This is an optimization exercise on Yosys and OpenROAD, whose aim is small area, not a production implementation.
At most, simulation tests tie the RTL to the original design; equivalence was not proved.
Power and IR drop assume default switching activity.

==> 03-16 <==
// varint_codec
module varint_codec (
    input  wire        clk,
    input  wire        rst,
    input  wire        dcmd_valid,
    output wire        dcmd_ready,
    input  wire        dcmd_w,
    input  wire        src_valid,
    output wire        src_ready,
    input  wire        src_eos,
    input  wire [7:0]  src_data,
    output wire        drsp_valid,
    input  wire        drsp_ready,
    output wire [1:0]  drsp_status,
    output wire [63:0] drsp_data,
    input  wire        ecmd_valid,
    output wire        ecmd_ready,
    input  wire        ecmd_w,
    input  wire [63:0] ecmd_data,
    output wire        snk_valid,
    input  wire        snk_ready,
    input  wire        snk_err,
    output wire [7:0]  snk_data,
    output wire        ersp_valid,
    input  wire        ersp_ready,
    output wire [1:0]  ersp_status
);
    varint_dec u_dec (
        .clk(clk), .rst(rst),
        .dcmd_valid(dcmd_valid), .dcmd_ready(dcmd_ready), .dcmd_w(dcmd_w),
        .src_valid(src_valid), .src_ready(src_ready), .src_eos(src_eos), .src_data(src_data),
        .drsp_valid(drsp_valid), .drsp_ready(drsp_ready),
        .drsp_status(drsp_status), .drsp_data(drsp_data)
    );
    varint_enc u_enc (
        .clk(clk), .rst(rst),
        .ecmd_valid(ecmd_valid), .ecmd_ready(ecmd_ready), .ecmd_w(ecmd_w), .ecmd_data(ecmd_data),
  ...
==> module varint_dec, before the edit <==
module varint_dec (
    input  wire        clk,
    input  wire        rst,
    input  wire        dcmd_valid,
    output wire        dcmd_ready,
    input  wire        dcmd_w,
    input  wire        src_valid,
    output wire        src_ready,
    input  wire        src_eos,
    input  wire [7:0]  src_data,
    output wire        drsp_valid,
    input  wire        drsp_ready,
    output wire [1:0]  drsp_status,
    output wire [63:0] drsp_data
);
    localparam [3:0] S_IDLE = 4'b1010, S_OK = 4'b1100, S_EOS = 4'b1101, S_MAL = 4'b1110;
    reg [3:0]  st;
    reg        w;             
    reg [63:0] r;             
    wire idle = st[3] & ~st[2] & st[1];
    wire run  = ~(st[3] & (st[2] | st[1]));
    wire resp = st[3] & st[2];
    wire fire  = run & src_valid;
    wire cont  = src_data[7];
    wire lim   = w ? (st == 4'd9) : (st == 4'd4);
    wire wr    = fire & ~src_eos;
    wire clr   = fire & (src_eos | (cont & lim));
    wire first = wr & (st == 4'd0);
    wire nar   = wr & ~w & (st == 4'd4);    
    wire [6:0] dj = src_data[6:0];
    wire       s  = first ? dj[0] : r[63];
    wire [6:0] x  = dj ^ {7{s}};
    wire [5:0] bus_0 = {6{~clr}} & x[6:1];
    wire [6:0] bus_a = {7{~clr}} & (first ? {7{s}} : x);
    wire [6:0] bus_b = {7{~clr}} & (first ? {7{s}} : (w ? x : {7{x[4]}}));
    wire [9:0] gen;
    genvar i;
    generate
        for (i = 0; i < 10; i = i + 1) begin : g_en
            assign gen[i] = first | clr | (wr & (st == i));
        end
    endgenerate
    wire en_hi = first | clr | nar;
    always @(posedge clk) begin
        if (rst)
            st <= S_IDLE;
        else if (idle) begin
            if (dcmd_valid) st <= 4'd0;
        end else if (resp) begin
            if (drsp_ready) st <= S_IDLE;
        end else if (src_valid) begin
            if (src_eos)   st <= S_EOS;
            else if (!cont) st <= S_OK;
            else if (lim)  st <= S_MAL;
            else           st <= st + 4'd1;
        end
    end
    always @(posedge clk)
        if (idle) w <= dcmd_w;
    integer k;
    always @(posedge clk) begin
        if (gen[0]) r[5:0] <= bus_0;
        for (k = 6; k < 63; k = k + 1) begin
            if (gen[(k + 1) / 7] | (k >= 34 && nar))
                r[k] <= (k >= 32) ? bus_b[(k + 1) % 7] : bus_a[(k + 1) % 7];
        end
        if (en_hi) r[63] <= bus_b[4];
    end
    assign dcmd_ready  = idle;
    assign src_ready   = run;
    assign drsp_valid  = resp;
    assign drsp_status = st[1:0];
    assign drsp_data   = r;
endmodule
==> module varint_enc, before the edit <==
module varint_enc (
    input  wire        clk,
    input  wire        rst,
    input  wire        ecmd_valid,
    output wire        ecmd_ready,
    input  wire        ecmd_w,
    input  wire [63:0] ecmd_data,
    output wire        snk_valid,
    input  wire        snk_ready,
    input  wire        snk_err,
    output wire [7:0]  snk_data,
    output wire        ersp_valid,
    input  wire        ersp_ready,
    output wire [1:0]  ersp_status
);
    localparam [3:0] S_IDLE = 4'b1010, S_OK = 4'b1100, S_ERR = 4'b1111;
    reg [3:0]  st;
    reg        w;
    reg [63:0] v;
    wire idle = st[3] & ~st[2] & st[1];
    wire run  = ~(st[3] & (st[2] | st[1]));
    wire resp = st[3] & st[2];
    wire s = w ? v[63] : v[31];
    wire [9:1] diff;
    genvar h;
    generate
        for (h = 1; h <= 3; h = h + 1) begin : g_lo
            assign diff[h] = s ? ~&v[7*h+5:7*h-1] : |v[7*h+5:7*h-1];
        end
        for (h = 5; h <= 8; h = h + 1) begin : g_hi
            assign diff[h] = w & (s ? ~&v[7*h+5:7*h-1] : |v[7*h+5:7*h-1]);
        end
    endgenerate
    assign diff[4] = (s ? ~&v[31:27] : |v[31:27]) | (w & (s ? ~&v[33:32] : |v[33:32]));
    assign diff[9] = w & (v[62] ^ v[63]);
    wire [9:0] oh;
    genvar i;
    generate
        for (i = 0; i < 8; i = i + 1) begin : g_oh
            assign oh[i] = ~st[3] & (st[2:0] == i);
        end
    endgenerate
    assign oh[8] = st[3] & ~st[0];
    assign oh[9] = st[3] & st[0];
    wire [9:1] sfx;
    assign sfx[9] = diff[9];
    generate
        for (i = 8; i >= 1; i = i - 1) begin : g_sfx
            assign sfx[i] = sfx[i+1] | diff[i];
        end
    endgenerate
    wire more = |(oh[8:0] & sfx[9:1]);
    wire [6:0] seg [0:9];
    assign seg[0] = {v[5:0], 1'b0};
    assign seg[1] = v[12:6];
    assign seg[2] = v[19:13];
    assign seg[3] = v[26:20];
    assign seg[4] = {w ? v[33:32] : {2{s}}, v[31:27]};
    assign seg[5] = v[40:34];
    assign seg[6] = v[47:41];
    assign seg[7] = v[54:48];
    assign seg[8] = v[61:55];
    assign seg[9] = {{6{s}}, v[62]};
    reg [6:0] grp;
    integer k;
    always @(*) begin
        grp = 7'd0;
        for (k = 0; k < 10; k = k + 1)
            grp = grp | ({7{oh[k]}} & seg[k]);
    end
    always @(posedge clk) begin
        if (rst)
            st <= S_IDLE;
        else if (idle) begin
            if (ecmd_valid) st <= 4'd0;
        end else if (resp) begin
            if (ersp_ready) st <= S_IDLE;
        end else if (snk_ready) begin
            if (snk_err)   st <= S_ERR;
            else if (more) st <= st + 4'd1;
            else           st <= S_OK;
        end
    end
    always @(posedge clk)
        if (idle) begin
            v <= ecmd_data;
            w <= ecmd_w;
        end
    assign ecmd_ready  = idle;
    assign snk_valid   = run;
    assign snk_data    = {more, grp ^ {7{s}}};
    assign ersp_valid  = resp;
    assign ersp_status = {st[0], st[0]};
endmodule
export LEC_CHECK = 0
export CAP_MARGIN = 20
export CORE_MARGIN = 2
export CORE_UTILIZATION = 40
export SLEW_MARGIN = 20
create_clock -name core_clock -period 5.0 [get_ports {clk}]
standard.sh (not shown) runs the stock make flow with config.mk's settings and CLKGATE_MAP_FILE= SYNTH_SCRIPT=/design/flow/synth_recipe.tcl, a recipe that flattens the netlist after the stock synthesis.
==> flow/flow/run.sh <==
#!/bin/bash
# Standard layout (the standard.sh) with these changes:
# - synthesis maps the logic with an area-oriented ABC script
#   (flow/abc_area.script) instead of ORFS's speed script; everything else
#   in synthesis is the standard flow's own script (synth_recipe.tcl), unchanged,
# - port buffers are the smallest buffer cell (buf_1),
# - the clock tree uses clkbuf_8 cells and no dummy loads.
set -euo pipefail
HERE=$PWD
{
  cat <<'TCL'
proc abc {args} {
  set i [lsearch -exact $args -script]
  if {$i >= 0} { set args [lreplace $args $i+1 $i+1 $::env(AREA_ABC_SCRIPT)] }
  yosys abc {*}$args
}
TCL
  cat "$HERE/synth_recipe.tcl"
} > "$HERE/area_synth.tcl"
bash standard.sh \
  SYNTH_SCRIPT="$HERE/area_synth.tcl" AREA_ABC_SCRIPT="$HERE/flow/abc_area.script" \
  BUFFER_PORTS_ARGS="-buffer_cell sky130_fd_sc_hd__buf_1" \
  CTS_ARGS="-sink_clustering_enable -repair_clock_nets -dont_use_dummy_load -buf_list sky130_fd_sc_hd__clkbuf_8" \
  finish > standard.log 2>&1
==> flow/flow/abc_area.script <==
strash
ifraig
dc2
drw
dc2
&get -n
&dch -f
&nf -p -a
&put
==> inputs of 06-24, as changes to 03-16 <==
--- a/flow/design.v
+++ b/flow/design.v
@@ -29,9 +29,9 @@
     wire nar   = wr & ~w & (st == 4'd4);    
     wire [6:0] dj = src_data[6:0];
-    wire       s  = first ? dj[0] : r[63];
-    wire [6:0] x  = dj ^ {7{s}};
-    wire [5:0] bus_0 = {6{~clr}} & x[6:1];
-    wire [6:0] bus_a = {7{~clr}} & (first ? {7{s}} : x);
-    wire [6:0] bus_b = {7{~clr}} & (first ? {7{s}} : (w ? x : {7{x[4]}}));
+    wire       s  = r[63];
+    wire [6:0] bus_a = {7{~clr}} & (first ? {7{dj[0]}} : (dj ^ {7{s}}));
+    wire [6:0] dj_b  = w ? dj : {7{dj[4]}};
+    wire [6:0] bus_b = {7{~clr}} & (first ? {7{dj[0]}} : (dj_b ^ {7{s}}));
+    wire [5:0] bus_0 = {6{~clr}} & (dj[6:1] ^ {6{dj[0]}});
     wire [9:0] gen;
     genvar i;
@@ -96,51 +96,31 @@
     wire resp = st[3] & st[2];
     wire s = w ? v[63] : v[31];
-    wire [9:1] diff;
-    genvar h;
+    wire [63:0] ve = {w ? v[63:32] : {32{v[31]}}, v[31:0]};
+    wire [9:0] same;
+    genvar g;
     generate
-        for (h = 1; h <= 3; h = h + 1) begin : g_lo
-            assign diff[h] = s ? ~&v[7*h+5:7*h-1] : |v[7*h+5:7*h-1];
-        end
-        for (h = 5; h <= 8; h = h + 1) begin : g_hi
-            assign diff[h] = w & (s ? ~&v[7*h+5:7*h-1] : |v[7*h+5:7*h-1]);
+        for (g = 1; g < 10; g = g + 1) begin : g_same
+            assign same[g] = (ve[63:7*g-1] == {(65-7*g){s}});
         end
     endgenerate
-    assign diff[4] = (s ? ~&v[31:27] : |v[31:27]) | (w & (s ? ~&v[33:32] : |v[33:32]));
-    assign diff[9] = w & (v[62] ^ v[63]);
-    wire [9:0] oh;
-    genvar i;
-    generate
-        for (i = 0; i < 8; i = i + 1) begin : g_oh
-            assign oh[i] = ~st[3] & (st[2:0] == i);
-        end
-    endgenerate
-    assign oh[8] = st[3] & ~st[0];
-    assign oh[9] = st[3] & st[0];
-    wire [9:1] sfx;
-    assign sfx[9] = diff[9];
-    generate
-        for (i = 8; i >= 1; i = i - 1) begin : g_sfx
-            assign sfx[i] = sfx[i+1] | diff[i];
-        end
-    endgenerate
-    wire more = |(oh[8:0] & sfx[9:1]);
-    wire [6:0] seg [0:9];
-    assign seg[0] = {v[5:0], 1'b0};
-    assign seg[1] = v[12:6];
-    assign seg[2] = v[19:13];
-    assign seg[3] = v[26:20];
-    assign seg[4] = {w ? v[33:32] : {2{s}}, v[31:27]};
-    assign seg[5] = v[40:34];
-    assign seg[6] = v[47:41];
-    assign seg[7] = v[54:48];
-    assign seg[8] = v[61:55];
-    assign seg[9] = {{6{s}}, v[62]};
-    reg [6:0] grp;
-    integer k;
+    assign same[0] = 1'b0;
+    wire [69:0] vx = {{6{s}}, ve, 1'b0};    
+    reg  [6:0]  grp;
+    reg         more;
     always @(*) begin
-        grp = 7'd0;
-        for (k = 0; k < 10; k = k + 1)
-            grp = grp | ({7{oh[k]}} & seg[k]);
+        case (st)
+            4'd0: begin grp = vx[6:0];   more = ~same[1]; end
+            4'd1: begin grp = vx[13:7];  more = ~same[2]; end
+            4'd2: begin grp = vx[20:14]; more = ~same[3]; end
+            4'd3: begin grp = vx[27:21]; more = ~same[4]; end
+            4'd4: begin grp = vx[34:28]; more = ~same[5]; end
+            4'd5: begin grp = vx[41:35]; more = ~same[6]; end
+            4'd6: begin grp = vx[48:42]; more = ~same[7]; end
+            4'd7: begin grp = vx[55:49]; more = ~same[8]; end
+            4'd8: begin grp = vx[62:56]; more = ~same[9]; end
+            default: begin grp = vx[69:63]; more = 1'b0; end
+        endcase
     end
+    wire [6:0] byte_lo = grp ^ {7{s}};
     always @(posedge clk) begin
         if (rst)
@@ -163,5 +143,5 @@
     assign ecmd_ready  = idle;
     assign snk_valid   = run;
-    assign snk_data    = {more, grp ^ {7{s}}};
+    assign snk_data    = {more, byte_lo};
     assign ersp_valid  = resp;
     assign ersp_status = {st[0], st[0]};
==> flow/flow/run.sh (replaced) <==
#!/bin/bash
# Standard layout, with the port buffers made the smallest buffer cell.
set -euo pipefail
bash standard.sh BUFFER_PORTS_ARGS="-buffer_cell sky130_fd_sc_hd__buf_1" finish > standard.log 2>&1
removed: flow/flow/abc_area.script
==> comparison table <==
item                                                                        06-24                    03-16
Count of buffer and inverter cells on the critical path                         1                        2
Placement row count                                                            45                       43
Run status                                                complete, no violations  complete, no violations
Share of the final layout cell area in multi-input gates                   0.2658                   0.2328
Internal power contribution                                               3083 uW                  2538 uW
Wire length on met2                                                      7.559 mm                 6.577 mm
Detailed Route WL                                                        16.13 mm                 14.97 mm
Syn_area_per_cell                                                      12.52 um^2               14.45 um^2
Sequential fraction of the synthesis area                                  0.6479                   0.7121
Vias after detailed routing                                                 4,780                    4,213
CP max FO                                                                      15                       18
Final cell count without fillers                                              883                      755
Area share of the largest cell type after synthesis                        0.6224                   0.6841
Critical path's largest stage delay                                        760 ps                   610 ps
Total net switching power                                                 1969 uW                  1574 uW
Setup slack at placement                                                  1276 ps                 513.0 ps
Met3 routed WL                                                           1.055 mm                 1.356 mm
Master of the slowest instance on the critical path                       mux2i_1                 edfxtp_1
Only the layout flow was run in 06-24; the RTL was not checked for function there.

==> job 9481: inputs <==
Another version of the RTL of varint_codec (not shown whole).
==> module varint_enc, before the edit <==
module varint_enc (
    input  wire        clk,
    input  wire        rst,
    input  wire        ecmd_valid,
    output wire        ecmd_ready,
    input  wire        ecmd_w,
    input  wire [63:0] ecmd_data,
    output wire        snk_valid,
    input  wire        snk_ready,
    input  wire        snk_err,
    output wire [7:0]  snk_data,
    output wire        ersp_valid,
    input  wire        ersp_ready,
    output wire [1:0]  ersp_status
);
    localparam [3:0] S_IDLE = 4'b1010, S_OK = 4'b1100, S_ERR = 4'b1111;
    reg [3:0]  st;
    reg        w;
    reg [63:0] v;
    wire idle = st[3] & ~st[2] & st[1];
    wire run  = ~(st[3] & (st[2] | st[1]));
    wire resp = st[3] & st[2];
    wire s = w ? v[63] : v[31];
    wire [9:1] diff;
    genvar h;
    generate
        for (h = 1; h <= 3; h = h + 1) begin : g_lo
            assign diff[h] = s ? ~&v[7*h+5:7*h-1] : |v[7*h+5:7*h-1];
        end
        for (h = 5; h <= 8; h = h + 1) begin : g_hi
            assign diff[h] = w & (s ? ~&v[7*h+5:7*h-1] : |v[7*h+5:7*h-1]);
        end
    endgenerate
    assign diff[4] = (s ? ~&v[31:27] : |v[31:27]) | (w & (s ? ~&v[33:32] : |v[33:32]));
    assign diff[9] = w & (v[62] ^ v[63]);
    reg more;
    always @(*) begin
        case (st)
            4'd0: more = |diff[9:1];
            4'd1: more = |diff[9:2];
            4'd2: more = |diff[9:3];
            4'd3: more = |diff[9:4];
            4'd4: more = |diff[9:5];
            4'd5: more = |diff[9:6];
            4'd6: more = |diff[9:7];
            4'd7: more = |diff[9:8];
            4'd8: more = diff[9];
            default: more = 1'b0;
        endcase
    end
    reg [6:0] grp;
    always @(*) begin
        case (st)
            4'd0: grp = {v[5:0], 1'b0};
            4'd1: grp = v[12:6];
            4'd2: grp = v[19:13];
            4'd3: grp = v[26:20];
            4'd4: grp = {w ? v[33:32] : {2{s}}, v[31:27]};
            4'd5: grp = v[40:34];
            4'd6: grp = v[47:41];
            4'd7: grp = v[54:48];
            4'd8: grp = v[61:55];
            default: grp = {{6{s}}, v[62]};
        endcase
    end
    always @(posedge clk) begin
        if (rst)
            st <= S_IDLE;
        else if (idle) begin
            if (ecmd_valid) st <= 4'd0;
        end else if (resp) begin
            if (ersp_ready) st <= S_IDLE;
        end else if (snk_ready) begin
            if (snk_err)   st <= S_ERR;
            else if (more) st <= st + 4'd1;
            else           st <= S_OK;
        end
    end
    always @(posedge clk)
        if (idle) begin
            v <= ecmd_data;
            w <= ecmd_w;
        end
    assign ecmd_ready  = idle;
    assign snk_valid   = run;
    assign snk_data    = {more, grp ^ {7{s}}};
    assign ersp_valid  = resp;
    assign ersp_status = {st[0], st[0]};
endmodule
export LEC_CHECK = 0
export CAP_MARGIN = 20
export CORE_MARGIN = 2
export CORE_UTILIZATION = 40
export SLEW_MARGIN = 20
create_clock -name core_clock -period 5.0 [get_ports {clk}]
==> flow/flow/run.sh <==
#!/bin/bash
# Standard layout (the standard.sh) with three changes:
# - port buffers are the smallest buffer cell (buf_1),
# - the clock tree uses clkbuf_8 cells and no dummy loads,
# - a denser floorplan.
set -euo pipefail
bash standard.sh \
  BUFFER_PORTS_ARGS="-buffer_cell sky130_fd_sc_hd__buf_1" \
  CTS_ARGS="-sink_clustering_enable -repair_clock_nets -dont_use_dummy_load -buf_list sky130_fd_sc_hd__clkbuf_8" \
  CORE_UTILIZATION=70 PLACE_DENSITY=0.85 \
  finish > standard.log 2>&1
==> inputs of job 3832, as changes to job 9481 <==
--- a/flow/design.v
+++ b/flow/design.v
@@ -96,46 +96,31 @@
     wire resp = st[3] & st[2];
     wire s = w ? v[63] : v[31];
-    wire [9:1] diff;
-    genvar h;
+    wire [63:0] ve = {w ? v[63:32] : {32{v[31]}}, v[31:0]};
+    wire [9:0] same;
+    genvar g;
     generate
-        for (h = 1; h <= 3; h = h + 1) begin : g_lo
-            assign diff[h] = s ? ~&v[7*h+5:7*h-1] : |v[7*h+5:7*h-1];
-        end
-        for (h = 5; h <= 8; h = h + 1) begin : g_hi
-            assign diff[h] = w & (s ? ~&v[7*h+5:7*h-1] : |v[7*h+5:7*h-1]);
+        for (g = 1; g < 10; g = g + 1) begin : g_same
+            assign same[g] = (ve[63:7*g-1] == {(65-7*g){s}});
         end
     endgenerate
-    assign diff[4] = (s ? ~&v[31:27] : |v[31:27]) | (w & (s ? ~&v[33:32] : |v[33:32]));
-    assign diff[9] = w & (v[62] ^ v[63]);
-    reg more;
+    assign same[0] = 1'b0;
+    wire [69:0] vx = {{6{s}}, ve, 1'b0};    
+    reg  [6:0]  grp;
+    reg         more;
     always @(*) begin
         case (st)
-            4'd0: more = |diff[9:1];
-            4'd1: more = |diff[9:2];
-            4'd2: more = |diff[9:3];
-            4'd3: more = |diff[9:4];
-            4'd4: more = |diff[9:5];
-            4'd5: more = |diff[9:6];
-            4'd6: more = |diff[9:7];
-            4'd7: more = |diff[9:8];
-            4'd8: more = diff[9];
-            default: more = 1'b0;
+            4'd0: begin grp = vx[6:0];   more = ~same[1]; end
+            4'd1: begin grp = vx[13:7];  more = ~same[2]; end
+            4'd2: begin grp = vx[20:14]; more = ~same[3]; end
+            4'd3: begin grp = vx[27:21]; more = ~same[4]; end
+            4'd4: begin grp = vx[34:28]; more = ~same[5]; end
+            4'd5: begin grp = vx[41:35]; more = ~same[6]; end
+            4'd6: begin grp = vx[48:42]; more = ~same[7]; end
+            4'd7: begin grp = vx[55:49]; more = ~same[8]; end
+            4'd8: begin grp = vx[62:56]; more = ~same[9]; end
+            default: begin grp = vx[69:63]; more = 1'b0; end
         endcase
     end
-    reg [6:0] grp;
-    always @(*) begin
-        case (st)
-            4'd0: grp = {v[5:0], 1'b0};
-            4'd1: grp = v[12:6];
-            4'd2: grp = v[19:13];
-            4'd3: grp = v[26:20];
-            4'd4: grp = {w ? v[33:32] : {2{s}}, v[31:27]};
-            4'd5: grp = v[40:34];
-            4'd6: grp = v[47:41];
-            4'd7: grp = v[54:48];
-            4'd8: grp = v[61:55];
-            default: grp = {{6{s}}, v[62]};
-        endcase
-    end
+    wire [6:0] byte_lo = grp ^ {7{s}};
     always @(posedge clk) begin
         if (rst)
@@ -158,5 +143,5 @@
     assign ecmd_ready  = idle;
     assign snk_valid   = run;
-    assign snk_data    = {more, grp ^ {7{s}}};
+    assign snk_data    = {more, byte_lo};
     assign ersp_valid  = resp;
     assign ersp_status = {st[0], st[0]};
==> flow/run.sh (new file) <==
#!/bin/bash
# synth_recipe.tcl (not shown) runs the flow's synth.tcl, then flattens the netlist and writes it again
# the make line also repeats each setting of config.mk as NAME=value (left out here)
make -C /OpenROAD-flow-scripts/flow DESIGN_CONFIG=/design/flow/config.mk WORK_HOME=/design/flow/orfs CLKGATE_MAP_FILE= SYNTH_SCRIPT=/design/flow/synth_recipe.tcl finish
removed: flow/flow/run.sh
removed: flow/standard.sh
==> qor summary <==
quantity                                                          job 3832                   job 9481
Status                                                      finished clean             finished clean
Multi-input gate count                                                 322                        304
Fin cells                                                              884                        748
TritonRoute pass-1 iters                                                 6                          8
Root buffer selected by CTS                     sky130_fd_sc_hd__clkbuf_16  sky130_fd_sc_hd__clkbuf_8
Internal                                                          3.526 mW                   2.441 mW
GR Util met3                                                       0.07184                    0.05798
NonClk Buf Share                                                    0.1936                    0.08902
Synth-to-layout area growth                                         39.08%                     13.54%
Clock Pin Slew Worst Setup and Hold Paths                          0.06 ns                    0.07 ns
Inserted tap cell count                                                211                        108
Maximum fanout count along the critical path                             7                         18
Final layout net count                                                 752                        734
GRT Resource Usage Total                                            0.2169                     0.3196
Area used by multi-input combinational logic                  0.002042 mm2               0.001926 mm2
Flip-flop and latch power                                          2.30 mW                    2.00 mW
Fraction of power consumed by sequential logic                       0.422                      0.507
Met2 track utilization from global routing                          0.3248                     0.5532
Reported combinational group power                                 1.83 mW                    1.31 mW
Flop-to-flop setup slack                                           2.05 ns                    2.10 ns
Fraction of area in registers                                       0.4659                     0.5771
Post-route cell area                                          0.008723 mm2               0.007042 mm2
Count of plain and timing-repair buffers                               170                        166
Layout cells sized above 1                                         0.05944                    0.04688
Clock Network Area Fraction                                        0.07143                    0.03323
No run of this note included a check of the RTL's function; only the layout flow was run.

==> static timing again, ports no longer ideal <==
The flow's constraints put no driver on any port. The routed layouts listed below were extracted and timed again, unchanged, in two steps. Step 1: set_driving_cell puts a clkbuf_16 on clk and a buf_2 on each other input, an assumption about the parent block. Step 2 times the ports against the registers' clock, not the clock port: input delays grow and output delays shrink by t, the midpoint of the rising clock arrivals with the driver on. a / b / c = no drivers / after step 1 / after step 2; a / b = the first two.
run	t (ns)	setup WS [ns]	cell pins on the clock port's net
03-16	0.467	0.577 / 0.541 / 0.391	1
06-24	0.462	0.842 / 0.799 / 1.261	1
job 9481	0.461	1.065 / 1.030 / 1.477	1
job 3832	0.460	0.672 / 0.630 / 0.917	1
After both steps setup and hold are still met in every run listed. The setup slack of 03-16, which loses most, moves by -0.036 ns with the drivers and by -0.186 ns with both steps.
